This design comes from an exercise in tuning for small area, a short achievable clock period and few clock cycles on the open sky130 flow, not from production work. In this exercise RTL edits were held to simulation tests only and were not proved equivalent to the original. Power and IR drop assume default switching activity.

==> flow/design.v <==
module max17320_uce (
    input  wire        clk,
    input  wire        rst,         
    input  wire        cmd_valid,
    input  wire [31:0] cmd_word,
    output wire        cmd_ready,
    output reg         rsp_valid,
    output wire [31:0] res_o,
    output wire [31:0] aux_o,
    output wire [15:0] stat_o,
    output wire [31:0] errval_o
);
    localparam [7:0] OP_LDRS  = 8'h01, OP_LDP   = 8'h02, OP_CLRE  = 8'h03,
                     OP_CVOLT = 8'h10, OP_CPCT  = 8'h11, OP_CTEMP = 8'h12,
                     OP_CCAP  = 8'h13, OP_CCUR  = 8'h14, OP_CTIME = 8'h15,
                     OP_CVTHB = 8'h16, OP_ETEMP = 8'h17, OP_PCFG  = 8'h20,
                     OP_VVTH  = 8'h30, OP_EVTHB = 8'h31, OP_EVTH  = 8'h32,
                     OP_PACK  = 8'h33, OP_PACKS = 8'h34, OP_UNPK  = 8'h35,
                     OP_UNPKS = 8'h36, OP_DVTH  = 8'h37;
    localparam [2:0] ERR_OK = 3'd0, ERR_INVAL = 3'd1, ERR_ILLEGAL = 3'd2,
                     ERR_NOTCAL = 3'd3, ERR_CALLOCK = 3'd4;
    localparam [15:0] MASK_THTYPE  = 16'h0020;
    localparam [15:0] MASK_CPV     = 16'h00C0;
    localparam [15:0] MASK_REGMODE = 16'h0300;
    localparam [15:0] MASK_CADENCE = 16'h0C00;
    localparam [1:0] PH_EXEC = 2'd0,    
                     PH_DIV  = 2'd1,    
                     PH_NORM = 2'd2,    
                     PH_VTH  = 2'd3;    
    reg [15:0] p0, p1, p2, p3, p4, p5;
    reg [15:0] rsense;     
    reg [17:0] rs3;        
    reg [3:0]  rs_sh;
    reg [31:0] rr;         
    reg [15:0] ax;         
    reg        ax_hi;      
    reg [2:0]  st_err;
    reg        st_rv, st_calv, st_se;
    wire ef = |st_err;
    assign res_o    = ef ? 32'd0 : rr;
    assign errval_o = ef ? rr : 32'd0;
    assign aux_o    = {{16{ax_hi}}, ax};
    assign stat_o   = {10'd0, st_se, st_calv, st_rv, st_err};
    reg        busy;
    reg [1:0]  phase;
    reg [3:0]  cnt;        
    reg        div_neg;
    reg [31:0] cmd_q;      
    reg [15:0] div_rem;    
    assign cmd_ready = ~busy;
    wire [7:0]  opc = cmd_q[31:24];
    wire [7:0]  sel = cmd_q[23:16];
    wire [15:0] imm = cmd_q[15:0];
    function [8:0] vth;    
        input [15:0] v;
        reg [10:0] x, b;
        reg br, y;
        integer k;
        begin
            x = v[12:2];
            br = 1'b0;
            for (k = 0; k < 11; k = k + 1) begin
                y = (k >= 2) ? b[k-2] : 1'b0;
                b[k] = x[k] ^ y ^ br;
                br = (~x[k] & (y | br)) | (y & br);
            end
            vth = {(v[15:13] == 3'd0) && (v[1:0] == 2'd0) && (b[10:8] == 3'd0), b[7:0]};
        end
    endfunction
    reg legal;
    always @(*) begin
        case (opc)
            OP_LDRS, OP_CVOLT, OP_CPCT, OP_CTEMP, OP_CCAP, OP_CCUR, OP_CTIME,
            OP_CVTHB, OP_ETEMP, OP_VVTH, OP_EVTHB, OP_UNPK, OP_UNPKS, OP_DVTH:
                legal = (sel == 8'h00);
            OP_LDP:
                legal = (cmd_q[23:19] == 5'd0) && (cmd_q[18:16] <= 3'd5);
            OP_CLRE, OP_PCFG, OP_EVTH, OP_PACK, OP_PACKS:
                legal = (cmd_q[23:0] == 24'd0);
            default:
                legal = 1'b0;
        endcase
    end
    wire is_div  = legal && st_calv && ((opc == OP_CCAP) || (opc == OP_CCUR));
    wire is_vth  = legal && ((opc == OP_VVTH) || (opc == OP_EVTHB) || (opc == OP_EVTH));
    wire is_norm = legal && (opc == OP_LDRS) && !st_calv && (imm != 16'd0);
    reg         m_cur, m_tim, m_vlt, m_neg;
    reg         n_cur, n_tim, n_vlt;
    wire        w_cur = cmd_word[26] & ~cmd_word[24];
    wire        w_tim = cmd_word[26] &  cmd_word[24];
    wire        w_neg = w_cur & cmd_word[15];
    wire [28:0] ma    = {13'd0, div_rem};
    wire [28:0] ca = {29{m_cur}}, ta = {29{m_tim}}, va = {29{m_vlt}};
    wire [28:0] cb = {29{~n_cur}}, tb = {29{~n_tim}}, vb = {29{~n_vlt}};
    wire [28:0] t0 = (ca & (ma << 14))    | (ta & (ma << 5)) | (va & (ma << 9));
    wire [28:0] t1 = (ca & ~(ma << 10))   | (ta & (ma << 3)) | (va & (ma << 7));
    wire [28:0] t2 = (cb & (ma << 8))     | (tb & (ma << 2)) | (vb & ~(ma << 4));
    wire [28:0] t3 = (cb & (ma << 3))     | ((tb | vb) & ma);
    wire [28:0] t4 = cb & ma;
    wire [28:0] t5 = m_neg ? 29'd15626 : {28'd0, n_tim};
    wire [28:0] prod = t0 + t1 + t2 + t3 + t4 + t5;
    wire [28:0] num  = ~n_cur ? prod : {prod[25:0], 3'd0};
    localparam integer R4N   = 2;
    localparam integer DSTEP = 2 * R4N;
    reg [1:0] dj;          
    reg [3:0] dcyc;        
    integer jj;
    always @(*) begin
        jj   = (48 + 2 - 14 - rs_sh) % DSTEP;    
        dj   = jj;
        dcyc = (14 + rs_sh + jj + DSTEP - 2) / DSTEP;
    end
    wire [15:0] rem_init = {1'b0, num[28:14]} >> dj;
    wire [28:0] quo_init = num << (5'd15 - dj);
    reg [15:0] st_rem [0:R4N];
    reg [DSTEP-1:0] st_q;
    reg [17:0] st_r4;
    reg [18:0] st_d1, st_d2, st_d3;
    reg [18:0] st_d1_first;    
    integer i;
    always @(*) begin
        st_rem[0] = div_rem;
        for (i = 0; i < R4N; i = i + 1) begin
            st_r4 = {st_rem[i], cmd_q[28 - 2*i], cmd_q[27 - 2*i]};
            st_d1 = {1'b0, st_r4} - {3'b0, rsense};
            st_d2 = {1'b0, st_r4} - {2'b0, rsense, 1'b0};
            st_d3 = {1'b0, st_r4} - {1'b0, rs3};
            if (i == 0) st_d1_first = st_d1;
            st_q[DSTEP-1-2*i] = ~st_d2[18];
            st_q[DSTEP-2-2*i] = ~st_d3[18] | (~st_d1[18] & st_d2[18]);
            st_rem[i+1] = ~st_d3[18] ? st_d3[15:0] :
                          ~st_d2[18] ? st_d2[15:0] :
                          ~st_d1[18] ? st_d1[15:0] : st_r4[15:0];
        end
    end
    wire [28:0] q_fin = {cmd_q[26:0], st_q[DSTEP-1 -: 2]};
    wire [15:0] r_fin = st_rem[1] >> rs_sh;
    wire [28:0] q_out = div_neg ? 29'd0 - q_fin : q_fin;
    wire [15:0] r_out = div_neg ? 16'd0 - r_fin : r_fin;
    wire        q_sgn = div_neg & (|q_fin);
    wire        r_sgn = div_neg & (|r_fin);
    wire [8:0] vth_a = {cnt[0], div_rem[7:0]};     
    wire [8:0] vth_b = {cnt[1], div_rem[15:8]};
    wire [8:0] vth_na = vth(opc[1] ? p0 : imm);
    wire [8:0] vth_nb = vth(p1);
    wire [12:0] lo20 = {imm[7:0], 4'd0} + {imm[7:0], 2'd0};
    wire [12:0] hi20 = {imm[15:8], 4'd0} + {imm[15:8], 2'd0};
    wire o_ldrs  = (opc == OP_LDRS);
    wire o_ldp   = (opc == OP_LDP);
    wire o_clre  = (opc == OP_CLRE);
    wire o_cvolt = (opc == OP_CVOLT);
    wire o_zimm  = (opc == OP_CPCT) || (opc == OP_ETEMP);
    wire o_ctemp = (opc == OP_CTEMP);
    wire o_cdiv  = (opc == OP_CCAP) || (opc == OP_CCUR);    
    wire o_ctime = (opc == OP_CTIME);
    wire o_cvthb = (opc == OP_CVTHB);
    wire o_pcfg  = (opc == OP_PCFG);
    wire o_vvth  = (opc == OP_VVTH);
    wire o_evthb = (opc == OP_EVTHB);
    wire o_evth  = (opc == OP_EVTH);
    wire o_pack  = (opc == OP_PACK);
    wire o_packs = (opc == OP_PACKS);
    wire o_unpk  = (opc == OP_UNPK);
    wire o_unpks = (opc == OP_UNPKS);
    wire o_dvth  = (opc == OP_DVTH);
    wire f_cvthb = imm[15:8] != 8'd0;
    wire c0 = !(p0[15:3] == 13'd0 && p0[2:0] >= 3'd2 && p0[2:0] <= 3'd4);
    wire c1 = !(p1[15:3] == 13'd0 && p1[2:0] <= 3'd4);
    wire c2 = (p2 & ~MASK_THTYPE) != 16'd0;
    wire c3 = (p3 & ~MASK_CPV) != 16'd0;
    wire c4 = (p4 & ~MASK_REGMODE) != 16'd0;
    wire c5 = (p5 & ~MASK_CADENCE) != 16'd0;
    wire f_pcfg = c0 | c1 | c2 | c3 | c4 | c5;
    wire k0 = p0[15:8] != 8'd0, k1 = p1[15:8] != 8'd0;               
    wire s0 = p0[15:7] != {9{p0[15]}}, s1 = p1[15:7] != {9{p1[15]}};  
    wire fail = !legal
              | (o_ldrs & (st_calv | (imm == 16'd0)))
              | o_cdiv
              | (o_cvthb & f_cvthb)
              | (o_pcfg & f_pcfg)
              | (o_evthb & ~vth_a[8])
              | (o_evth & ~(vth_a[8] & vth_b[8]))
              | (o_pack & (k0 | k1))
              | (o_packs & (s0 | s1));
    wire [2:0] fcode = !legal ? ERR_ILLEGAL :
                       o_ldrs ? (st_calv ? ERR_CALLOCK : ERR_INVAL) :
                       o_cdiv ? ERR_NOTCAL : ERR_INVAL;
    wire compute = !(o_ldrs | o_ldp | o_clre);
    wire u_p0 = (o_evth & ~vth_a[8]) | (o_pack & k0) | (o_packs & s0) | (o_pcfg & c0);
    wire u_p1 = (o_evth & vth_a[8]) | (o_pack & ~k0) | (o_packs & ~s0) | (o_pcfg & ~c0 & c1);
    wire u_p2 = o_pcfg & ~c0 & ~c1 & c2;
    wire u_p3 = o_pcfg & ~c0 & ~c1 & ~c2 & c3;
    wire u_p4 = o_pcfg & ~c0 & ~c1 & ~c2 & ~c3 & c4;
    wire u_p5 = o_pcfg & ~c0 & ~c1 & ~c2 & ~c3 & ~c4;
    wire u_im = ~(o_evth | o_pack | o_packs | o_pcfg);
    wire [15:0] v16 = ({16{u_im}} & imm) | ({16{u_p0}} & p0) | ({16{u_p1}} & p1)
                    | ({16{u_p2}} & p2) | ({16{u_p3}} & p3) | ({16{u_p4}} & p4)
                    | ({16{u_p5}} & p5);
    wire v_sx  = o_ctemp | o_evthb | o_evth | o_packs;
    wire g_v16 = fail | o_zimm | o_ctemp;
    reg [31:0] r_sm;
    always @(*) begin
        r_sm = 32'd0;
        if (o_cvolt | o_ctime) r_sm = {3'd0, prod};
        if (o_cvthb)           r_sm = {19'd0, lo20};
        if (o_pcfg)            r_sm = {20'd0, p5[11:10], p4[9:8], p3[7:6], p2[5],
                                       p1[2:0], p0[1:0] - 2'd2};
        if (o_vvth)            r_sm = {31'd0, vth_a[8]};
        if (o_evthb)           r_sm = {24'd0, vth_a[7:0]};
        if (o_evth)            r_sm = {16'd0, vth_b[7:0], vth_a[7:0]};
        if (o_pack | o_packs)  r_sm = {16'd0, p1[7:0], p0[7:0]};
        if (o_unpk)            r_sm = {24'd0, imm[15:8]};
        if (o_unpks)           r_sm = {{24{imm[15]}}, imm[15:8]};
        if (o_dvth)            r_sm = {19'd0, hi20};
    end
    wire [31:0] rr_n = !legal ? cmd_q :
                       g_v16  ? {{16{v_sx & v16[15]}}, v16} : r_sm;
    wire [16:0] ax_n = (fail | ~(o_unpk | o_unpks | o_dvth)) ? 17'd0 :
                       o_dvth ? {4'd0, lo20} :
                       {o_unpks & imm[7], {8{o_unpks & imm[7]}}, imm[7:0]};
    wire accept  = cmd_valid && !busy;
    wire in_exec = busy && (phase == PH_EXEC);
    wire in_div  = busy && (phase == PH_DIV);
    wire in_norm = busy && (phase == PH_NORM);
    wire in_vth  = busy && (phase == PH_VTH);
    wire div_end = in_div && (cnt == 4'd1);
    reg  rs3_end;          
    wire fin     = (in_exec && !is_div && !is_vth && !is_norm) || in_vth;
    wire        ldp_we = fin && legal && (opc == OP_LDP);
    wire [15:0] p_d    = rst ? 16'd0 : imm;
    always @(posedge clk) begin
        if (rst || (ldp_we && cmd_q[18:16] == 3'd0)) p0 <= p_d;
        if (rst || (ldp_we && cmd_q[18:16] == 3'd1)) p1 <= p_d;
        if (rst || (ldp_we && cmd_q[18:16] == 3'd2)) p2 <= p_d;
        if (rst || (ldp_we && cmd_q[18:16] == 3'd3)) p3 <= p_d;
        if (rst || (ldp_we && cmd_q[18:16] == 3'd4)) p4 <= p_d;
        if (rst || (ldp_we && cmd_q[18:16] == 3'd5)) p5 <= p_d;
    end
    always @(posedge clk) begin
        if (rst) begin
            busy      <= 1'b0;
            rsp_valid <= 1'b0;
            rr      <= 32'd0;
            ax      <= 16'd0;
            ax_hi   <= 1'b0;
            st_err  <= ERR_OK;
            st_rv   <= 1'b0;
            st_calv <= 1'b0;
            st_se   <= 1'b0;
        end else begin
            rsp_valid <= 1'b0;
            if (accept) begin
                cmd_q <= cmd_word;
                busy  <= 1'b1;
                phase <= PH_EXEC;
                m_cur <= w_cur;
                m_tim <= w_tim;
                m_vlt <= ~cmd_word[26];
                n_cur <= ~w_cur;
                n_tim <= ~w_tim;
                n_vlt <= cmd_word[26];
                m_neg <= w_neg;
                div_rem <= cmd_word[15:0] ^ {16{w_neg}};
            end else if (in_div) begin
                div_rem <= st_rem[R4N];
                cmd_q[28:0] <= {cmd_q[28-DSTEP:0], st_q};
                cnt <= cnt - 4'd1;
                if (div_end) begin
                    busy      <= 1'b0;
                    rsp_valid <= 1'b1;
                    st_err    <= ERR_OK;
                    rr        <= {{3{q_sgn}}, q_out};
                    ax        <= r_out;
                    ax_hi     <= r_sgn;
                    st_rv     <= 1'b1;
                end
            end else if (in_norm) begin
                if (rs3_end) begin
                    busy      <= 1'b0;
                    rsp_valid <= 1'b1;
                    st_err    <= ERR_OK;
                    if (ef) rr <= 32'd0;
                    rs3       <= st_d1_first[17:0];
                    st_calv   <= 1'b1;
                end else if (cmd_q[15]) begin
                    rsense  <= cmd_q[15:0];
                    div_rem <= cmd_q[15:0];
                    rs3_end <= 1'b1;
                end else begin
                    cmd_q[15:0] <= {cmd_q[14:0], 1'b0};
                    rs_sh <= rs_sh + 4'd1;
                end
            end else if (in_exec && is_div) begin
                phase   <= PH_DIV;
                cnt     <= dcyc;
                div_rem <= rem_init;
                div_neg <= m_neg;
                cmd_q[28:0] <= quo_init;
            end else if (in_exec && is_norm) begin
                phase   <= PH_NORM;
                rs_sh   <= 4'd0;
                rs3_end <= 1'b0;
            end else if (in_exec && is_vth) begin
                phase   <= PH_VTH;
                div_rem <= {vth_nb[7:0], vth_na[7:0]};
                cnt     <= {2'b0, vth_nb[8], vth_na[8]};
            end else if (fin) begin
                busy      <= 1'b0;
                rsp_valid <= 1'b1;
                if (fail) begin
                    st_err <= fcode;
                    rr     <= rr_n;
                    st_se  <= 1'b1;
                    st_rv  <= 1'b0;
                    ax     <= 16'd0;
                    ax_hi  <= 1'b0;
                end else begin
                    st_err <= ERR_OK;
                    if (compute) begin
                        rr    <= rr_n;
                        ax    <= ax_n[15:0];
                        ax_hi <= ax_n[16];
                        st_rv <= 1'b1;
                    end else if (ef) begin
                        rr    <= 32'd0;
                    end
                    if (opc == OP_CLRE) st_se <= 1'b0;
                end
            end
        end
    end
endmodule
==> flow/run.sh <==
#!/bin/bash
# synth_recipe.tcl (not shown) runs the flow's synth.tcl, then flattens the netlist and writes it again
# the make line also repeats each setting of config.mk as NAME=value (left out here)
make -C /OpenROAD-flow-scripts/flow DESIGN_CONFIG=/design/flow/config.mk WORK_HOME=/design/flow/orfs CLKGATE_MAP_FILE= SYNTH_SCRIPT=/design/flow/synth_recipe.tcl finish
==> flow/config.mk <==
export PLATFORM = sky130hd
export DESIGN_NAME = max17320_uce
export DESIGN_NICKNAME = max17320_uce
export VERILOG_FILES = /design/flow/design.v
export SDC_FILE = /design/flow/constraint.sdc
export NUM_CORES = 4
export LEC_CHECK = 0
export CAP_MARGIN = 20
export CORE_MARGIN = 2
export CORE_UTILIZATION = 40
export PLACE_DENSITY = 0.6
export SETUP_SLACK_MARGIN = 5
export SLEW_MARGIN = 20
==> flow/constraint.sdc <==
create_clock -name core_clock -period 13.5 [get_ports {clk}]
set_input_delay 2.7000 -clock core_clock [delete_from_list [all_inputs] [get_ports {clk}]]
set_output_delay 2.7000 -clock core_clock [all_outputs]
set_load 0.01 [all_outputs]
==> impl_metrics.tcl, run 1 <==
set metrics [dict create \
    ctsHoldBuffers 0 \
    design_area_mm2 0.0305 \
    hold_path.class "flip-flop to flip-flop" \
    seqPwrFrac 0.179 \
    clock_sinks 253 \
    clk_path_buf_depth 3 \
    min_period_ns 7.55 \
    grt_pass1_vias 25600 \
    yosysSeqAreaShare 0.259 \
    clock_latency_ns 0.59 \
    vdd_drop_max_v 0.000164 \
    htree_levels 2 \
    yosysMostFrequentCell "nor2_1" \
    netlist_instances 3247 \
    sw_frac_of_total 0.490 \
    synth_area_leaders "edfxtp_1, ha_1, fa_1" \
    fin_crit_sh 0.560 \
    finalMaxSlewViolations 0 \
    switchingPower_mw 2.69 \
    placed_area_mm2 0.0293 \
    multi_input_area_mm2 0.0184 \
    synthTopCellsByCount "nor2_1, nand2_1, a21oi_1, inv_1, o21ai_0" \
    ant_nets 0 \
    ctsResizeCount 0 \
    r2r.worst_path.cells 26 \
    io_buffers 138 \
    reg2reg_slack_ns 5.95 \
    dr.pass1.iters 9 \
    leakagePower_nw 12.1 \
    antenna_found_initial 1 \
    core_area_mm2 0.0672 \
    fillCellCount 6632 \
    power_density_mw_per_mm2 180 \
    cp.required_ns 13.90 \
    pwr-share-comb 0.645 \
    drt_iter0_drc 3986 \
    rows 95 \
    layout-drive-gt1-share 0.0672 \
    synth_top_area_frac 0.217 \
    die_area_mm2 0.0700 \
    avgSynthCellArea_um2 8.36 \
    worstPathArrival_ns 7.96 \
    seq_area_mm2 0.00703 \
    finalPower_mw 5.50 \
    grt_pass1_wl_um 168000 \
    crit_path_end_kind "flip-flop" \
    ys_ff_latch 253 \
    p_clk_frac 0.176 \
    slew_headroom 0.223 \
    route.detailed.drc 0 \
    tns_ns 0 \
    area_delta_synth_final_pct 12.3 \
    fp.dieH_um 265 \
    viasPerCell 6.52 \
    synth_edf_count 196 \
    rsz0062_at_grt "no" \
    skew_ns 0.0470 \
    setup_violations 0 \
    crit_family "compound AO/OA/AOI/OAI gates" \
    min-delay-start "cmd_q[4]" \
    fmax_mhz 132 \
    yosysWarnings 2 \
    postCtsSetupBuffers 0 \
    final_hold_viol_count 0 \
    tritoncts "done" \
    synth.cell_area_mm2 0.0272 \
    drv_cap 0 \
    die_w_um 265 \
    path_class "flip-flop to flip-flop" \
    grt_overflow_total 0 \
    worstPathMaxFanout 13 \
    grt_max_degree 64 \
    max_stage_delay_ns 0.66 \
    via_count 27200 \
    nets 3581 \
    start_util 0.404 \
    drt-total-wl_um 113000 \
    outcome "complete, no violations" \
    worst_pin_slew_ns 1.16 \
    startpoint_type "flip-flop" \
    synth_flop_cell "edfxtp_1" \
    slowest_stage "a311oi_4" \
    ys_async_sr_fraction 0 \
    clk_pin_slew_ns 0.06 \
    wl_per_cell_um 27.1 \
    rr_endpoint "div_rem[13]" \
    cts_buffers 34 \
    synth_cell_types 107 \
    r2r_start "cmd_q[27]" \
    synth.largest_area_cell "edfxtp_1" \
    holdWs_ns 0.459 \
    min_to "rsense[4]" \
    grt_util_all_layers 0.316 \
    pin_count 149 \
    critPathBufInv 2 \
    hold_depth 0 \
    cp-startpoint "cmd_q[27]" \
    place_hpwl_um 86600 \
    cts_root_buf "clkbuf_16" \
    p_int_mw 2.81 \
    place_congestion 1.06 \
]
[worst register-to-register path, delay by kind of cell, from the launching register on]
family                     cells  cell delay (ns)
AOI/OAI and AO/OA             15             3.72
and+or+nand+nor                6             2.01
DFF                            1             0.49
adders and majority gates      3             0.99
buffers and inverters          2             0.17
[how the worst max path moves through the flow]
| stage | to | cells after the start |
|---|---|---|
| after CTS | div_rem[13] | 26 |
| final | div_rem[13] | 26 |
| after global routing | div_rem[13] | 26 |
| after floorplan | div_rem[12] | 25 |
| after global placement | div_rem[13] | 26 |
| after detailed placement | div_rem[13] | 26 |
[logic make-up after synthesis]
kind of cell / count (synthesis) / share of synthesized area
multiplexers: 79 / 0.0329
other: 1 / 0.000138
flip-flops: 253 / 0.259
adder cells (fa/ha/maj): 267 / 0.147
AO/OA/AOI/OAI: 1038 / 0.262
XOR/XNOR: 154 / 0.0497
AND/OR/NAND/NOR: 1005 / 0.182
buffers and inverters: 450 / 0.0674
[per-layer routing]
metal | vias up | track usage | share of wire
met4 | 0 | 0.174 | 0.063
li1 | 12100 | - | -
met3 | 339 | 0.0576 | 0.11
met1 | 13100 | 0.428 | 0.40
met2 | 1676 | 0.477 | 0.43
met5 | - | 0.00347 | 0
[state kept, by name, indices dropped and copies added, names as in the netlist, 2 cells and up]
register and count:
p2 16, cmd_q 32, st_err 3, div_rem 16, p4 16, p3 16
ax 16, p1 16, rs3 18, p0 16, rsense 15, rr 32
rs_sh 4, cnt 4, p5 16, phase 2
[layout by cell type (no fill, tap or decap), types with 22 or more instances in the layout]
master	n
ha_1	181
xor2_1	53
buf_4	75
xnor2_1	101
inv_1	219
a21o_1	50
edfxtp_1	196
nor2b_1	45
o31ai_1	26
clkdlybuf4s50_1	137
fa_1	86
nor4_1	33
a22oi_1	64
nand2b_1	23
nor3_1	91
nand4_1	32
o21a_1	26
nor2_1	272
nand2_1	241
and3_1	24
and2_1	86
a222oi_1	27
o211ai_1	44
a221o_1	22
nand3_1	64
o21ai_0	205
a221oi_1	36
dfxtp_1	57
a31oi_1	24
mux2i_1	56
clkbuf_16	34
a211oi_1	55
a21oi_1	221
[through the flow]
stage | instances | setup WS (ns) | utilization
detailed placement | 4116 | 6.14 | 0.437
global placement | 4116 | 6.27 | 0.436
floorplan | 3256 | 6.86 | -
global route | 4177 | 5.57 | 0.454
finish | 4178 | 5.95 | 0.454
CTS | 4177 | 6.12 | 0.454
[power by group through the flow]
stage | logic [mW] | clock network, mW | registers [mW]
2_1_floorplan | 2.45 | 0 | 0.967
3_3_place_gp | 3.44 | 0 | 0.996
3_5_place_dp | 3.44 | 0 | 0.996
4_1_cts | 3.47 | 0.971 | 0.980
5_1_grt | 3.86 | 1.00 | 0.987
6_report | 3.55 | 0.968 | 0.985
[final cells by class]
class,count,area share
tap,873,0.0358
inverter,225,0.0277
multi-input combinational,2553,0.604
sequential,253,0.230
clock inverter,21,0.00854
antenna,1,0.0000821
clock buffer,40,0.0296
timing repair buffer,212,0.0634
Testbench counts, summed over its fixed seeds: cycles 16,300.
==> run 2: changes to the inputs <==
--- a/flow/config.mk
+++ b/flow/config.mk
@@ -6,8 +6,8 @@
 export NUM_CORES = 4
 export LEC_CHECK = 0
-export CAP_MARGIN = 20
+export CAP_MARGIN = 60
 export CORE_MARGIN = 2
 export CORE_UTILIZATION = 40
 export PLACE_DENSITY = 0.6
 export SETUP_SLACK_MARGIN = 5
-export SLEW_MARGIN = 20
+export SLEW_MARGIN = 60
==> run 2 against run 1 <==
Effect of this change: final cell count rose by 0.84%; flip-flop and latch count did not move; worst setup slack improved by 0.35 ns; clock skew fell by 0.012 ns; clock power fell by 3.7%.
==> impl_metrics.tcl, run 2 <==
set metrics [dict create \
    outcome "complete, no violations" \
    grt_max_degree 64 \
    fin_crit_sh 0.534 \
    clock_sinks 253 \
    final_common_cell "nor2_1" \
    finalPower_mw 5.55 \
    min_to "rsense[4]" \
    leakagePower_nw 12.3 \
    area_delta_synth_final_pct 14.5 \
    place_congestion 1.06 \
    nets 3617 \
    yosysWarnings 2 \
    reg_top3 "cmd_q (32), rr (32), rs3 (18)" \
    worstPathMaxFanout 23 \
    core_area_mm2 0.0672 \
    via_count 27300 \
    layout-drive-gt1-share 0.0955 \
    switchingPower_mw 2.71 \
    power_density_mw_per_mm2 179 \
    sw_frac_of_total 0.489 \
    vdd_drop_max_v 0.000181 \
    tritoncts "done" \
    hold_depth 0 \
    antenna_found_initial 1 \
    p_clk_frac 0.168 \
    drt_iter0_drc 3664 \
    synth_cell_types 107 \
    dr.pass1.iters 9 \
    final_hold_viol_count 0 \
    skew_ns 0.0351 \
    multi_input_area_mm2 0.0188 \
    pwr-share-comb 0.656 \
    ys_async_sr_fraction 0 \
    path_class "flip-flop to flip-flop" \
    ant_nets 0 \
    num_antenna_cells 0 \
    netlist_instances 3247 \
    synth_top_area_frac 0.217 \
    route.detailed.drc 0 \
    drv_cap 0 \
    fillCellCount 6549 \
    start_util 0.404 \
    utilization 0.463 \
    clock_latency_ns 0.56 \
    worstPathArrival_ns 7.59 \
    cts_root_buf "clkbuf_16" \
    worst_pin_slew_ns 0.682 \
    io_buffers 138 \
    p_int_mw 2.84 \
    seqPwrFrac 0.176 \
    hold_path.class "flip-flop to flip-flop" \
    seq_area_mm2 0.00703 \
    wl_per_cell_um 27.0 \
    final_cell_mix "nor2_1, nand2_1, a21oi_1" \
    r2r_start "div_rem[2]" \
    slew_headroom 0.544 \
    setup_violations 0 \
    reg2reg_slack_ns 6.30 \
    min-delay-start "cmd_q[4]" \
    startpoint_type "flip-flop" \
    crit_path_end_kind "flip-flop" \
    rr_endpoint "div_rem[13]" \
    grt_overflow_total 0 \
    cp.required_ns 13.89 \
    grt_pass1_vias 25900 \
    ys_ff_latch 253 \
    clk_path_buf_depth 3 \
    pin_count 149 \
    synth_area_leaders "edfxtp_1, ha_1, fa_1" \
    grt_pass1_wl_um 169000 \
    fp.dieH_um 265 \
    htree_levels 2 \
    postCtsSetupBuffers 0 \
    r2r.worst_path.cells 26 \
    clk_pin_slew_ns 0.06 \
    final_cells 4213 \
    synth.cell_area_mm2 0.0272 \
    yosysSeqAreaShare 0.259 \
    min_period_ns 7.20 \
    rsz0062_at_grt "no" \
    rows 95 \
    cts_buffers 34 \
    fmax_mhz 139 \
    tns_ns 0 \
    avgSynthCellArea_um2 8.36 \
    synth.largest_area_cell "edfxtp_1" \
    finalMaxSlewViolations 0 \
    grt_util_all_layers 0.319 \
    place_hpwl_um 87900 \
    dp.cells 4147 \
    die_w_um 265 \
    ctsHoldBuffers 0 \
    synthTopCellsByCount "nor2_1, nand2_1, a21oi_1, inv_1, o21ai_0" \
    synth_edf_count 196 \
    ctsResizeCount 0 \
    viasPerCell 6.49 \
    holdWs_ns 0.458 \
    die_area_mm2 0.0700 \
    yosysMostFrequentCell "nor2_1" \
    drt-total-wl_um 114000 \
    synth_flop_cell "edfxtp_1" \
]
## run 2: cell types whose count changed in the layout (fill, tap and decap cells not counted), moves of 9 or more
cell / previous run / this run
nand2_1: 241 / 232
nor2_2: 4 / 15
xnor2_1: 101 / 91
nand2_2: 1 / 10
xnor2_2: 0 / 10
buf_4: 75 / 89
nor2_1: 272 / 258
## run 2: cell type report
class | count | area share
Clock inverter | 17 | 0.00620
Tap cell | 873 | 0.0351
Multi-Input combinational cell | 2553 | 0.605
Clock buffer | 44 | 0.0299
Inverter | 225 | 0.0272
Timing Repair Buffer | 248 | 0.0709
Sequential cell | 253 | 0.226
## run 2: power groups by stage
stage                     Combinational [mW]  Sequential (mW)  Clock (mW)
after CTS                               3.55            0.971       0.939
after global placement                  3.44            0.996           0
after floorplan                         2.45            0.967           0
final                                   3.64            0.974       0.932
after detailed placement                3.52            0.986           0
after global routing                    3.97            0.976       0.968
## run 2: worst max-delay path: stages (launching register included)
cell      delay, ns
edfxtp_1       0.49
buf_4          0.29
ha_1           0.23
a21o_1         0.23
or3_1          0.39
o21ai_2        0.28
a21oi_2        0.08
buf_4          0.22
inv_2          0.45
a21oi_1        0.13
a211oi_1       0.28
o21bai_1       0.29
ha_1           0.35
nor2b_1        0.14
o21ai_0        0.22
a21boi_0       0.22
o21a_1         0.24
o211ai_1       0.24
o22ai_1        0.15
or4_1          0.45
nand3_1        0.11
a21oi_2        0.14
nor2_1         0.42
nand3_1        0.45
o221ai_1       0.33
a21oi_1        0.07
o31ai_1        0.08
## run 2: how the worst max path moves through the flow
stage / start / endpoint / slack (ns) / depth (start not counted)
4_1_cts: n_vlt / div_rem[9] / 6.44 / 24
6_report: div_rem[2] / div_rem[13] / 6.30 / 26
3_3_place_gp: cmd_q[27] / div_rem[13] / 6.27 / 26
3_5_place_dp: n_vlt / div_rem[9] / 6.48 / 24
5_1_grt: div_rem[2] / div_rem[13] / 5.99 / 26
2_1_floorplan: n_cur / div_rem[12] / 6.86 / 25
## run 2: logic make-up after synthesis
group | share of synthesized area
xor+xnor | 0.0497
simple gates | 0.182
other cells | 0.000138
mux | 0.0329
buf+inv | 0.0674
fa+ha+maj | 0.147
flops | 0.259
compound gates | 0.262
## run 2: per-layer routing
metal,wire length (µm),part of all wire,up-vias,GRT usage
li1,-,-,12200,-
met1,45900,0.40,13100,0.429
met2,48500,0.43,1651,0.484
met3,11900,0.10,358,0.0622
met4,7340,0.065,2,0.167
met5,13,0.00011,-,0
## run 2: through the flow
stage	instance area, µm²	worst slack (ns)
2_1_floorplan	27200	6.86
3_3_place_gp	29300	6.27
3_5_place_dp	29900	6.48
4_1_cts	31000	6.44
5_1_grt	31100	5.99
6_report	31100	6.30
==> run 3: changes to the inputs <==
--- a/flow/config.mk
+++ b/flow/config.mk
@@ -8,6 +8,6 @@
 export CAP_MARGIN = 60
 export CORE_MARGIN = 2
-export CORE_UTILIZATION = 40
-export PLACE_DENSITY = 0.6
+export CORE_UTILIZATION = 50
+export PLACE_DENSITY = 0.7
 export SETUP_SLACK_MARGIN = 5
 export SLEW_MARGIN = 60
==> run 3 against run 2 <==
Effect of this change: register-to-register slack worse by 0.53 ns; highest routed layer unchanged; flip-flop and latch count stayed put; core utilization is 11 points higher; routed wire length is 8.0% higher; maximum frequency is 6.8% lower; hold slack better by 0.013 ns; via count is 2.3% higher; global-route usage is 11 points higher; critical path type unchanged.
==> impl_metrics.tcl, run 3 <==
set metrics [dict create \
    layout-drive-gt1-share 0.0991 \
    pin_count 149 \
    synth_compound_area_frac 0.262 \
    p_int_mw 2.78 \
    tritoncts "done" \
    drt_iter0_drc 3931 \
    finalPower_mw 5.69 \
    clk_path_buf_depth 3 \
    nets 3618 \
    slew_headroom 0.560 \
    hold_path.class "flip-flop to flip-flop" \
    min-delay-start "rr[19]" \
    synth.largest_area_cell "edfxtp_1" \
    synth.cell_area_mm2 0.0272 \
    grt_pass1_vias 26500 \
    drv_cap 0 \
    grt_overflow_total 0 \
    reg2reg_slack_ns 5.77 \
    vdd_drop_max_v 0.000303 \
    ctsHoldBuffers 0 \
    synth-xor-area-share 0.0497 \
    sw_frac_of_total 0.512 \
    ys_async_sr_fraction 0 \
    crit_path_end_kind "flip-flop" \
    synth_area_leaders "edfxtp_1, ha_1, fa_1" \
    io_buffers 138 \
    place_hpwl_um 96100 \
    seq_area_mm2 0.00703 \
    p_clk_frac 0.152 \
    synthSimpleGateAreaFrac 0.182 \
    wl_per_cell_um 30.4 \
    rr_endpoint "div_rem[12]" \
    synth_cell_types 107 \
    design_area_mm2 0.0309 \
    cts_buffers 31 \
    utilization 0.575 \
    final_common_cell "nor2_1" \
    grt_pass1_wl_um 177000 \
    die_area_mm2 0.0562 \
    multi_input_area_mm2 0.0188 \
    yosysWarnings 2 \
    worstPathMaxFanout 22 \
    synthTopCellsByCount "nor2_1, nand2_1, a21oi_1, inv_1, o21ai_0" \
    r2r_start "cmd_q[27]" \
    route.met2.wl_um 54000 \
    synth_edf_count 196 \
    ant_nets 0 \
    startpoint_type "flip-flop" \
    synth_top_family_by_area "compound AO/OA/AOI/OAI gates" \
    rsz0062_at_grt "no" \
    fillCellCount 4744 \
    yosysMostFrequentCell "nor2_1" \
    pre_cts_slack_ns 6.05 \
    switchingPower_mw 2.91 \
    min_period_ns 7.73 \
    power_density_mw_per_mm2 185 \
    netlist_instances 3247 \
    via_count 28000 \
    worstPathArrival_ns 8.20 \
    finalMaxSlewViolations 0 \
    outcome "complete, no violations" \
    antenna_found_initial 3 \
    clock_latency_ns 0.64 \
    rows 85 \
    avgSynthCellArea_um2 8.36 \
    fin_ws_ns 5.77 \
    wl_met3_um 13700 \
    highest_layer "met5" \
    ys_ff_latch 253 \
    clk_pin_slew_ns 0.07 \
    area_delta_synth_final_pct 13.7 \
    postCtsSetupBuffers 0 \
    synthAdderAreaFrac 0.147 \
    ctsResizeCount 0 \
    synth_top_area_frac 0.217 \
    skew_ns 0.0479 \
    place_congestion 1.07 \
    met1_length_um 46600 \
    route.detailed.drc 0 \
    fmax_mhz 129 \
    clock_sinks 253 \
    worst_pin_slew_ns 0.655 \
    final_hold_viol_count 0 \
    min_to "rr[19]" \
    tns_ns 0 \
    synthMuxAreaShare 0.0329 \
    num_antenna_cells 0 \
    synth_flop_cell "edfxtp_1" \
    pwr-share-comb 0.676 \
    yosysSeqAreaShare 0.259 \
    start_util 0.506 \
    hold_depth 2 \
    htree_levels 1 \
    fp.dieH_um 237 \
    die_w_um 237 \
    setup_violations 0 \
    placed_area_mm2 0.0297 \
    final_cell_mix "nor2_1, nand2_1, a21oi_1" \
    core_area_mm2 0.0537 \
    cp.required_ns 13.97 \
    leakagePower_nw 12.3 \
    cts_root_buf "clkbuf_16" \
    grt_max_degree 63 \
    viasPerCell 6.93 \
    path_class "flip-flop to flip-flop" \
    drt-total-wl_um 123000 \
    seqPwrFrac 0.172 \
    fin_crit_sh 0.573 \
    r2r.worst_path.cells 27 \
    reg_top3 "cmd_q (32), rr (32), rs3 (18)" \
    dr.pass1.iters 7 \
    grt_util_all_layers 0.424 \
]
## run 3: kinds of logic (layout without fill, tap and decap cells)
family / count (synthesis) / count (layout)
AOI/OAI and AO/OA: 1038 / 1038
and+or+nand+nor: 1005 / 1005
buffers and inverters: 450 / 534
adders and majority gates: 267 / 267
DFF: 253 / 253
xor gates and xnor gates: 154 / 154
muxes: 79 / 79
other: 1 / 10
## run 3: worst max-delay path by stage
| stage | from | to |
|---|---|---|
| 2_1_floorplan | n_cur | div_rem[12] |
| 4_1_cts | cmd_q[27] | div_rem[12] |
| 6_report | cmd_q[27] | div_rem[12] |
| 3_3_place_gp | n_vlt | div_rem[9] |
| 5_1_grt | cmd_q[27] | div_rem[12] |
| 3_5_place_dp | cmd_q[27] | div_rem[12] |
## run 3: final cells by class
type	instances	area share
Multi-Input combinational cell	2553	0.611
Clock buffer	34	0.0255
Timing Repair Buffer	252	0.0731
Sequential cell	253	0.228
Inverter	225	0.0274
Tap cell	696	0.0282
Clock inverter	23	0.00750
## run 3: critical path: stages (launching register included)
cell and delay, ns:
edfxtp_1 0.56, inv_1 0.15, ha_1 0.18, inv_1 0.06, fa_1 0.46, a211oi_2 0.24
o211ai_1 0.16, a31o_2 0.33, a311oi_4 0.41, buf_2 0.27, nor2_1 0.06, buf_4 0.23
a211oi_1 0.44, o21bai_1 0.33, ha_1 0.35, nor2b_1 0.13, o21ai_0 0.20, a21boi_0 0.19
o21a_1 0.24, o211ai_1 0.27, o22ai_1 0.18, or4_1 0.44, nand3_1 0.11, a21oi_2 0.12
nor2_1 0.40, nand3_1 0.47, o21ai_0 0.41, a221o_1 0.17
## run 3: metal layers
metal	global-route usage	vias up
met5	0	-
met4	0.257	4
met3	0.0896	397
met2	0.655	1921
met1	0.547	13500
li1	-	12200
## run 3: power by group through the flow
stage | clock network, mW | logic [mW] | registers [mW]
3_3_place_gp | 0 | 3.51 | 1.02
4_1_cts | 0.870 | 3.67 | 0.976
3_5_place_dp | 0 | 3.64 | 0.991
5_1_grt | 0.898 | 4.09 | 0.981
6_report | 0.866 | 3.85 | 0.980
2_1_floorplan | 0 | 2.45 | 0.967
## run 3: stage by stage
step	cells	hold WS (ns)
3_3_place_gp	3930	0.456
6_report	4036	0.472
5_1_grt	4036	0.499
2_1_floorplan	3256	0.436
3_5_place_dp	3971	0.463
4_1_cts	4028	0.473
==> run 4: changes to the inputs <==
--- a/flow/config.mk
+++ b/flow/config.mk
@@ -6,8 +6,8 @@
 export NUM_CORES = 4
 export LEC_CHECK = 0
-export CAP_MARGIN = 60
+export CAP_MARGIN = 80
 export CORE_MARGIN = 2
-export CORE_UTILIZATION = 50
-export PLACE_DENSITY = 0.7
+export CORE_UTILIZATION = 40
+export PLACE_DENSITY = 0.6
 export SETUP_SLACK_MARGIN = 5
-export SLEW_MARGIN = 60
+export SLEW_MARGIN = 80
==> run 4 against run 3 <==
Effect of this change: still clean on timing, DRC and antenna; area after synthesis unchanged; sequential share of layout area decreased by 2.9 points; clock power increased by 6.1%; flip-flop and latch count unchanged; synthesized cell count unchanged; total power increased by 9.3%; first-iteration DRC count decreased by 2.2%; non-clock buffer count increased by 225; critical path type unchanged; largest power group unchanged.
==> impl_metrics.tcl, run 4 <==
set metrics [dict create \
    r2r_start "cmd_q[27]" \
    core_area_mm2 0.0672 \
    place_hpwl_um 91100 \
    holdWs_ns 0.462 \
    clock_latency_ns 0.57 \
    htree_levels 2 \
    pin_count 149 \
    crit_top_cell "o21ai_0" \
    pre_cts_slack_ns 6.44 \
    synth_area_leaders "edfxtp_1, ha_1, fa_1" \
    skew_ns 0.0344 \
    drt-total-wl_um 117000 \
    ant_nets 0 \
    met1_length_um 46400 \
    route.detailed.drc 0 \
    hold_path.class "flip-flop to flip-flop" \
    max_stage_delay_ns 0.57 \
    nets 3847 \
    fin_ws_ns 6.32 \
    grt_util_all_layers 0.326 \
    area_delta_synth_final_pct 30.0 \
    min_period_ns 7.18 \
    synth.largest_area_cell "edfxtp_1" \
    outcome "complete, no violations" \
    synth_cell_types 107 \
    seq_area_mm2 0.00703 \
    drv_cap 0 \
    fp.dieH_um 265 \
    route.met2.wl_um 50700 \
    ctsHoldBuffers 0 \
    final_hold_viol_count 0 \
    cts_root_buf "clkbuf_16" \
    ys_async_sr_fraction 0 \
    yosysWarnings 2 \
    num_antenna_cells 0 \
    avgSynthCellArea_um2 8.36 \
    via_count 28500 \
    final_cells 4443 \
    tritoncts "done" \
    die_area_mm2 0.0700 \
    clk_path_buf_depth 3 \
    yosysSeqAreaShare 0.259 \
    cp-startpoint "cmd_q[27]" \
    tns_ns 0 \
    grt_pass1_wl_um 174000 \
    wl_met3_um 12500 \
    dp.cells 4356 \
    grt_max_degree 41 \
    utilization 0.526 \
    wl_per_cell_um 26.3 \
    cp.required_ns 13.79 \
    setup_violations 0 \
    synth.cell_area_mm2 0.0272 \
    clk_pin_slew_ns 0.05 \
    yosysMostFrequentCell "nor2_1" \
    place_congestion 1.06 \
    die_w_um 265 \
    antenna_found_initial 0 \
    fin_crit_sh 0.532 \
    path_class "flip-flop to flip-flop" \
    netlist_instances 3247 \
    ys_ff_latch 253 \
    viasPerCell 6.42 \
    crit_path_end_kind "flip-flop" \
    min-delay-start "rr[8]" \
    synth_flop_cell "edfxtp_1" \
    fmax_mhz 139 \
    clock_sinks 253 \
    layout-drive-gt1-share 0.229 \
    power_density_mw_per_mm2 176 \
    synthTopCellsByCount "nor2_1, nand2_1, a21oi_1, inv_1, o21ai_0" \
    fillCellCount 6187 \
    ctsResizeCount 0 \
    grt_overflow_total 0 \
    rsz0062_at_grt "no" \
    io_buffers 138 \
    start_util 0.404 \
    worstPathArrival_ns 7.47 \
    postCtsSetupBuffers 0 \
    cts_buffers 35 \
    synth_edf_count 196 \
    vdd_drop_max_v 0.000196 \
    multi_input_area_mm2 0.0212 \
    drt_iter0_drc 3844 \
    leakagePower_nw 13.8 \
    reg2reg_slack_ns 6.32 \
    worstPathMaxFanout 6 \
    final_cell_mix "nor2_1, nand2_1, inv_1" \
    dr.pass1.iters 11 \
    reg_top3 "cmd_q (32), rr (32), rs3 (18)" \
    grt_pass1_vias 27300 \
    highest_layer "met4" \
    finalMaxSlewViolations 0 \
    synth_top_area_frac 0.217 \
    slowest_stage "clkdlybuf4s50_1" \
    rows 95 \
    final_common_cell "nor2_1" \
    startpoint_type "flip-flop" \
]
-- run 4: kinds of logic (layout without fill, tap and decap cells) --
| kind of cell | count (synthesis) | after routing | share of synthesized area |
|---|---|---|---|
| other cells | 1 | 10 | 0.000138 |
| compound gates | 1038 | 1038 | 0.262 |
| simple gates | 1005 | 1005 | 0.182 |
| xor+xnor | 154 | 154 | 0.0497 |
| fa+ha+maj | 267 | 267 | 0.147 |
| buf+inv | 450 | 764 | 0.0674 |
| mux | 79 | 79 | 0.0329 |
| flops | 253 | 253 | 0.259 |
-- run 4: power by group --
| group | total [mW] | internal [mW] | leakage, nW | switching, mW |
|---|---|---|---|---|
| sequential | 0.966 | 0.917 | 2.37 | 0.0482 |
| clock | 0.919 | 0.531 | 0.547 | 0.389 |
| combinational | 4.34 | 1.75 | 10.9 | 2.59 |
| total | 6.22 | 3.20 | 13.8 | 3.02 |
-- run 4: path summary, 6_finish.rpt --
check                      to  depth (start not counted)
setup / recovery  div_rem[11]                         30
hold / removal          rr[8]                          2
setup reg to reg  div_rem[11]                         30
hold reg to reg         rr[8]                          2
-- run 4: worst max-delay path, delay by kind of cell (launching register included) --
kind | cells | cell delay [ns]
buf+inv | 8 | 1.98
flops | 1 | 0.50
fa+ha+maj | 3 | 0.95
mux | 1 | 0.22
xor+xnor | 1 | 0.06
compound gates | 16 | 3.16
simple gates | 1 | 0.05
-- run 4: area by class of cell --
class                   count  area share
well taps                 873      0.0309
inverters                 225      0.0249
clock buffers              51      0.0290
flip-flops and latches    253       0.199
clock inverters            11     0.00248
repair buffers            477       0.113
multi-input cells        2553       0.600
-- run 4: stage by stage --
stage          area, µm²  power (mW)
2_1_floorplan      27200        3.42
3_3_place_gp       29300        4.44
3_5_place_dp       33300        4.99
4_1_cts            34400        5.94
5_1_grt            35300        6.59
6_report           35300        6.22
-- run 4: metal layers --
layer	track usage	vias to the layer above
li1	-	12600
met1	0.437	13800
met2	0.498	1670
met3	0.0655	361
met4	0.166	0
met5	0	-
==> run 5: changes to the inputs <==
--- a/flow/config.mk
+++ b/flow/config.mk
@@ -6,8 +6,8 @@
 export NUM_CORES = 4
 export LEC_CHECK = 0
-export CAP_MARGIN = 80
+export CAP_MARGIN = 40
 export CORE_MARGIN = 2
 export CORE_UTILIZATION = 40
 export PLACE_DENSITY = 0.6
 export SETUP_SLACK_MARGIN = 5
-export SLEW_MARGIN = 80
+export SLEW_MARGIN = 40
==> run 5 against run 4 <==
Effect of this change: still clean; core utilization is 7.0 points lower; maximum frequency is 4.8% lower; clock-buffer cell count is 6 lower; global-route usage is 0.85 points lower; hold slack worse by 0.0090 ns; clock skew is 0.0050 ns lower; cell area is 13% lower; critical path depth is 7 lower; sequential power is 2% higher; flip-flop and latch count stayed put; sequential share of layout area is 3.1 points higher; routed wire length is 2.9% lower; largest power group unchanged; highest routed layer is now met5.
==> impl_metrics.tcl, run 5 <==
set metrics [dict create \
    viasPerCell 6.51 \
    synth_compound_area_frac 0.262 \
    cp-startpoint "div_rem[10]" \
    postCtsSetupBuffers 0 \
    start_util 0.404 \
    setup_violations 0 \
    core_area_mm2 0.0672 \
    synth_area_leaders "edfxtp_1, ha_1, fa_1" \
    grt_pass1_wl_um 168000 \
    fin_crit_sh 0.559 \
    wl_per_cell_um 27.1 \
    leakagePower_nw 12.1 \
    crit_path_end_kind "flip-flop" \
    use_met3 0.0673 \
    final_hold_viol_count 0 \
    pin_count 149 \
    die_w_um 265 \
    crit_top_cell "nor2_1" \
    netlist_instances 3247 \
    dp.cells 4117 \
    final_cells 4181 \
    clock_latency_ns 0.58 \
    ant_nets 0 \
    synthSimpleGateAreaFrac 0.182 \
    io_buffers 138 \
    route.detailed.drc 0 \
    power_density_mw_per_mm2 180 \
    num_antenna_cells 0 \
    ctsHoldBuffers 0 \
    worstPathMaxFanout 11 \
    synth.largest_area_cell "edfxtp_1" \
    slew_headroom 0.317 \
    skew_ns 0.0294 \
    layout-drive-gt1-share 0.0726 \
    place_hpwl_um 86600 \
    nets 3584 \
    clk_path_buf_depth 3 \
    cts_root_buf "clkbuf_16" \
    worst_pin_slew_ns 1.02 \
    clk_pin_slew_ns 0.07 \
    synth_flop_cell "edfxtp_1" \
    path_depth 23 \
    synth.cell_area_mm2 0.0272 \
    critPathBufInv 0 \
    reg_top3 "cmd_q (32), rr (32), rs3 (18)" \
    min-delay-start "cmd_q[4]" \
    crit_family "simple AND/OR/NAND/NOR gates" \
    r2r.worst_path.cells 23 \
    fin_ws_ns 5.96 \
    yosysSeqAreaShare 0.259 \
    avgSynthCellArea_um2 8.36 \
    synth_top_area_frac 0.217 \
    synthAdderAreaFrac 0.147 \
    reg2reg_slack_ns 5.96 \
    worstPathArrival_ns 7.85 \
    max_stage_delay_ns 0.78 \
    vdd_drop_max_v 0.000192 \
    ctsResizeCount 0 \
    rr_endpoint "div_rem[8]" \
    finalMaxSlewViolations 0 \
    path_cells "ha_1, and3_2, nand4_1, or4_1, and3_1, nor2_1, a211oi_1, o21bai_1, ha_1, nor2b_1, o21ai_0, a21boi_0, o21a_1, o211ai_1, o22ai_1, or4_1, nand3_1, a21oi_1, nor2_1, nand3_1, nor2_1, a221oi_1, o211ai_1" \
    tritoncts "done" \
    multi_input_area_mm2 0.0185 \
    design_area_mm2 0.0306 \
    tns_ns 0 \
    clock_sinks 253 \
    synthTopCellsByCount "nor2_1, nand2_1, a21oi_1, inv_1, o21ai_0" \
    dr.pass1.iters 9 \
    htree_levels 2 \
    drv_cap 0 \
    die_area_mm2 0.0700 \
    grt_util_all_layers 0.317 \
    synthMuxAreaShare 0.0329 \
    antenna_found_initial 1 \
    synth_top_family_by_area "compound AO/OA/AOI/OAI gates" \
    r2r_start "div_rem[10]" \
    synth-xor-area-share 0.0497 \
    grt_max_degree 64 \
    cp.required_ns 13.80 \
    cts_buffers 34 \
    rsz0062_at_grt "no" \
    synth_cell_types 107 \
    rows 95 \
    min_period_ns 7.54 \
    slowest_stage "edfxtp_1" \
    synth_edf_count 196 \
    grt_pass1_vias 25800 \
    outcome "complete, no violations" \
    yosysWarnings 2 \
    finalPower_mw 5.51 \
    yosysMostFrequentCell "nor2_1" \
    drt_iter0_drc 3676 \
    grt_use_met2 0.488 \
    seq_area_mm2 0.00703 \
    cp-endpoint "div_rem[8]" \
    area_delta_synth_final_pct 12.7 \
    fp.dieH_um 265 \
    ys_async_sr_fraction 0 \
    fmax_mhz 133 \
    pre_cts_slack_ns 6.18 \
    ys_ff_latch 253 \
    place_congestion 1.06 \
    via_count 27200 \
    fillCellCount 6642 \
    startpoint_type "flip-flop" \
    grt_overflow_total 0 \
    path_class "flip-flop to flip-flop" \
    use_met1 0.422 \
    drt-total-wl_um 113000 \
    utilization 0.455 \
    grt-busiest-layer "met2" \
    placed_area_mm2 0.0294 \
    holdWs_ns 0.453 \
    final_common_cell "nor2_1" \
    hold_path.class "flip-flop to flip-flop" \
    final_cell_mix "nor2_1, nand2_1, a21oi_1" \
]
==> run 5: cell counts after synthesis <==
No cell type changed its count.
==> run 5: per-layer routing <==
| layer | vias up | share of wire | wire length (µm) |
|---|---|---|---|
| met4 | 2 | 0.059 | 6730 |
| met2 | 1708 | 0.43 | 48800 |
| met3 | 369 | 0.11 | 12600 |
| met1 | 13000 | 0.40 | 45200 |
| li1 | 12100 | - | - |
| met5 | - | 0.00011 | 13 |
==> run 5: worst min-delay path by stage <==
| stage | end | cells after the start |
|---|---|---|
| 6_report | rsense[4] | 0 |
| 5_1_grt | rsense[4] | 0 |
| 4_1_cts | rsense[4] | 0 |
| 3_5_place_dp | rsense[4] | 0 |
| 3_3_place_gp | rsense[4] | 0 |
| 2_1_floorplan | rr[8] | 2 |
==> run 5: where the power goes <==
part / leakage (nW) / internal [mW] / switching (mW) / total (mW)
registers: 2.37 / 0.918 / 0.0675 / 0.985
logic: 9.18 / 1.33 / 2.23 / 3.56
clock network: 0.576 / 0.564 / 0.400 / 0.965
total: 12.1 / 2.81 / 2.70 / 5.51
==> run 5: area by class of cell <==
class,count,area share
Multi-Input combinational cell,2553,0.604
Tap cell,873,0.0357
Timing Repair Buffer,215,0.0645
Clock buffer,45,0.0312
Clock inverter,17,0.00712
Inverter,225,0.0276
Sequential cell,253,0.230
==> run 5: kinds of logic (layout without fill, tap and decap cells) <==
group | after synthesis | in the layout
other | 1 | 10
AO/OA/AOI/OAI | 1038 | 1038
multiplexers | 79 | 79
flip-flops | 253 | 253
AND/OR/NAND/NOR | 1005 | 1005
adder cells (fa/ha/maj) | 267 | 267
XOR/XNOR | 154 | 154
buffers and inverters | 450 | 502
==> run 6: changes to the inputs <==
--- a/flow/config.mk
+++ b/flow/config.mk
@@ -6,8 +6,8 @@
 export NUM_CORES = 4
 export LEC_CHECK = 0
-export CAP_MARGIN = 40
+export CAP_MARGIN = 50
 export CORE_MARGIN = 2
 export CORE_UTILIZATION = 40
 export PLACE_DENSITY = 0.6
 export SETUP_SLACK_MARGIN = 5
-export SLEW_MARGIN = 40
+export SLEW_MARGIN = 50
==> run 6 against run 5 <==
Effect of this change: first-iteration DRC count up 7.1%; flip-flop and latch count did not move; worst setup slack improved by 0.16 ns; critical path depth increased by 3; die area did not move; sequential power fell by 0.7%; clock power is 3.9% lower; core utilization up 0.19 points; synthesized cell count stayed put.
==> impl_metrics.tcl, run 6 <==
set metrics [dict create \
    area_delta_synth_final_pct 13.1 \
    ctsHoldBuffers 0 \
    drv_cap 0 \
    sw_frac_of_total 0.490 \
    netlist_instances 3247 \
    cts_buffers 34 \
    synth_compound_area_frac 0.262 \
    pin_count 149 \
    yosysWarnings 2 \
    seqPwrFrac 0.178 \
    core_area_mm2 0.0672 \
    startpoint_type "flip-flop" \
    ctsResizeCount 0 \
    pre_cts_slack_ns 6.25 \
    wl_per_cell_um 27.0 \
    slew_headroom 0.467 \
    worstPathArrival_ns 7.75 \
    grt_pass1_wl_um 168000 \
    finalPower_mw 5.48 \
    htree_levels 2 \
    fp.dieH_um 265 \
    reg_top3 "cmd_q (32), rr (32), rs3 (18)" \
    r2r_start "cmd_q[27]" \
    min-delay-start "cmd_q[4]" \
    synth_area_leaders "edfxtp_1, ha_1, fa_1" \
    p_int_mw 2.79 \
    avgSynthCellArea_um2 8.36 \
    min_period_ns 7.38 \
    synthAdderAreaFrac 0.147 \
    clk_path_buf_depth 3 \
    rr_endpoint "div_rem[13]" \
    hold_path.class "flip-flop to flip-flop" \
    layout-drive-gt1-share 0.0812 \
    cp.required_ns 13.87 \
    worst_pin_slew_ns 0.794 \
    outcome "complete, no violations" \
    slowest_stage "a311oi_4" \
    synth_top_family_by_area "compound AO/OA/AOI/OAI gates" \
    multi_input_area_mm2 0.0186 \
    finalMaxSlewViolations 0 \
    path_class "flip-flop to flip-flop" \
    skew_ns 0.0426 \
    nets 3591 \
    ant_nets 0 \
    dr.pass1.iters 7 \
    place_congestion 1.06 \
    synthSimpleGateAreaFrac 0.182 \
    worstPathMaxFanout 13 \
    reg2reg_slack_ns 6.12 \
    clock_latency_ns 0.57 \
    seq_area_mm2 0.00703 \
    fillCellCount 6536 \
    grt_util_all_layers 0.317 \
    leakagePower_nw 12.1 \
    synthMuxAreaShare 0.0329 \
    min_to "rsense[4]" \
    postCtsSetupBuffers 0 \
    yosysMostFrequentCell "nor2_1" \
    clock_sinks 253 \
    die_w_um 265 \
    max_stage_delay_ns 0.65 \
    start_util 0.404 \
    yosysSeqAreaShare 0.259 \
    synth.largest_area_cell "edfxtp_1" \
    fin_ws_ns 6.12 \
    grt_overflow_total 0 \
    synth_flop_cell "edfxtp_1" \
    final_hold_viol_count 0 \
    rsz0062_at_grt "no" \
    viasPerCell 6.53 \
    drt-total-wl_um 113000 \
    grt_pass1_vias 25900 \
    place_hpwl_um 87300 \
    tns_ns 0 \
    vdd_drop_max_v 0.000169 \
    route.detailed.drc 0 \
    power_density_mw_per_mm2 178 \
    die_area_mm2 0.0700 \
    cts_root_buf "clkbuf_16" \
    rows 95 \
    synth-xor-area-share 0.0497 \
    final_cell_mix "nor2_1, nand2_1, a21oi_1" \
    clk_pin_slew_ns 0.06 \
    ys_ff_latch 253 \
    switchingPower_mw 2.69 \
    hold_depth 0 \
    synth_top_area_frac 0.217 \
    p_clk_frac 0.169 \
    grt_max_degree 64 \
    ys_async_sr_fraction 0 \
    synth_cell_types 107 \
    crit_path_end_kind "flip-flop" \
    antenna_found_initial 2 \
    pwr-share-comb 0.652 \
    fmax_mhz 135 \
    drt_iter0_drc 3938 \
    via_count 27300 \
    fin_crit_sh 0.547 \
    synthTopCellsByCount "nor2_1, nand2_1, a21oi_1, inv_1, o21ai_0" \
    r2r.worst_path.cells 26 \
    setup_violations 0 \
    synth_edf_count 196 \
    synth.cell_area_mm2 0.0272 \
    tritoncts "done" \
    io_buffers 138 \
    final_common_cell "nor2_1" \
]
==> run 6: cell types whose count changed in the layout (fill, tap and decap cells not counted), sizes merged <==
cell,before,now
bufinv,3,2
diode,0,1
clkbuf,45,43
buf,78,85
inv,222,221
clkinv,16,19
==> run 6: power groups by stage <==
stage	combinational [mW]	sequential, mW	clock [mW]
2_1_floorplan	2.45	0.967	0
3_3_place_gp	3.44	0.996	0
3_5_place_dp	3.47	0.991	0
4_1_cts	3.50	0.975	0.932
5_1_grt	3.90	0.979	0.961
6_report	3.58	0.978	0.927
==> run 6: kinds of logic after synthesis <==
group                    count (synthesis)
AO/OA/AOI/OAI                         1038
AND/OR/NAND/NOR                       1005
buffers and inverters                  450
adder cells (fa/ha/maj)                267
flip-flops                             253
XOR/XNOR                               154
multiplexers                            79
other                                    1
==> run 6: worst max-delay path by stage <==
stage | startpoint | to | slack, ns | cells past startpoint
after detailed placement | cmd_q[27] | div_rem[13] | 6.25 | 26
after global routing | cmd_q[27] | div_rem[13] | 5.78 | 26
after global placement | cmd_q[27] | div_rem[13] | 6.27 | 26
after floorplan | n_cur | div_rem[12] | 6.86 | 25
after CTS | cmd_q[27] | div_rem[13] | 6.21 | 26
final | cmd_q[27] | div_rem[13] | 6.12 | 26
==> run 6: cell type report <==
type	count	area share
Inverter	225	0.0275
Clock buffer	43	0.0305
Multi-Input combinational cell	2553	0.606
Sequential cell	253	0.229
Tap cell	873	0.0356
Clock inverter	18	0.00550
Antenna cell	1	0.0000815
Timing Repair Buffer	222	0.0664
==> run 6: critical path: cells and delay by family (launching register included) <==
family / cells / cell delay (ns)
adder cells (fa/ha/maj): 3 / 1.00
AND/OR/NAND/NOR: 6 / 1.84
buffers and inverters: 2 / 0.17
AO/OA/AOI/OAI: 15 / 3.63
flip-flops: 1 / 0.51
==> run 6: routing by layer <==
metal / wire (µm) / global-route usage / vias up
met5: 13 / 0 / -
met4: 6820 / 0.163 / 2
met3: 12400 / 0.0572 / 383
met2: 48600 / 0.483 / 1683
met1: 45300 / 0.429 / 13100
li1: - / - / 12100
==> run 6: metrics by stage <==
stage / area [µm²] / instances / util / hold WS (ns)
after detailed placement: 29500 / 4125 / 0.440 / 0.438
final: 30700 / 4188 / 0.457 / 0.452
after global placement: 29300 / 4116 / 0.436 / 0.434
after CTS: 30600 / 4186 / 0.456 / 0.451
after floorplan: 27200 / 3256 / - / 0.436
after global routing: 30700 / 4187 / 0.457 / 0.455

## what the ideal ports hide
The flow's constraints put no driver on any port. The routed layouts listed below were extracted and timed again, unchanged, in two steps. Step 1 sets driving cells, clkbuf_16 on the clock port and buf_2 on the other inputs (assumed; they add their load-dependent delay and slew). Step 2, shift: input delay + t, output delay - t, t = (earliest + latest rising clock arrival at the registers) / 2. This alone moves slack from input paths to output paths. Three values: ideal ports, drivers, drivers and shift; two values: the first two.
run | t (ns) | slack for setup (ns) | clock arrival spread, ns | worst register clock-pin slew, ns | worst data-port slew with drivers (ns)
run 1 | 0.635 | 5.946 / 5.946 / 5.946 | 0.047 / 0.047 | 0.08 / 0.08 | 0.07
run 2 | 0.611 | 6.298 / 6.298 / 6.298 | 0.035 / 0.035 | 0.07 / 0.07 | 0.07
run 3 | 0.681 | 5.771 / 5.771 / 5.771 | 0.048 / 0.048 | 0.08 / 0.08 | 0.07
run 4 | 0.619 | 6.320 / 6.320 / 6.320 | 0.034 / 0.035 | 0.07 / 0.07 | 0.06
run 5 | 0.634 | 5.960 / 5.960 / 5.960 | 0.030 / 0.030 | 0.07 / 0.07 | 0.06
run 6 | 0.615 | 6.120 / 6.120 / 6.120 | 0.043 / 0.043 | 0.08 / 0.08 | 0.08
After both steps every run listed still meets setup and hold.
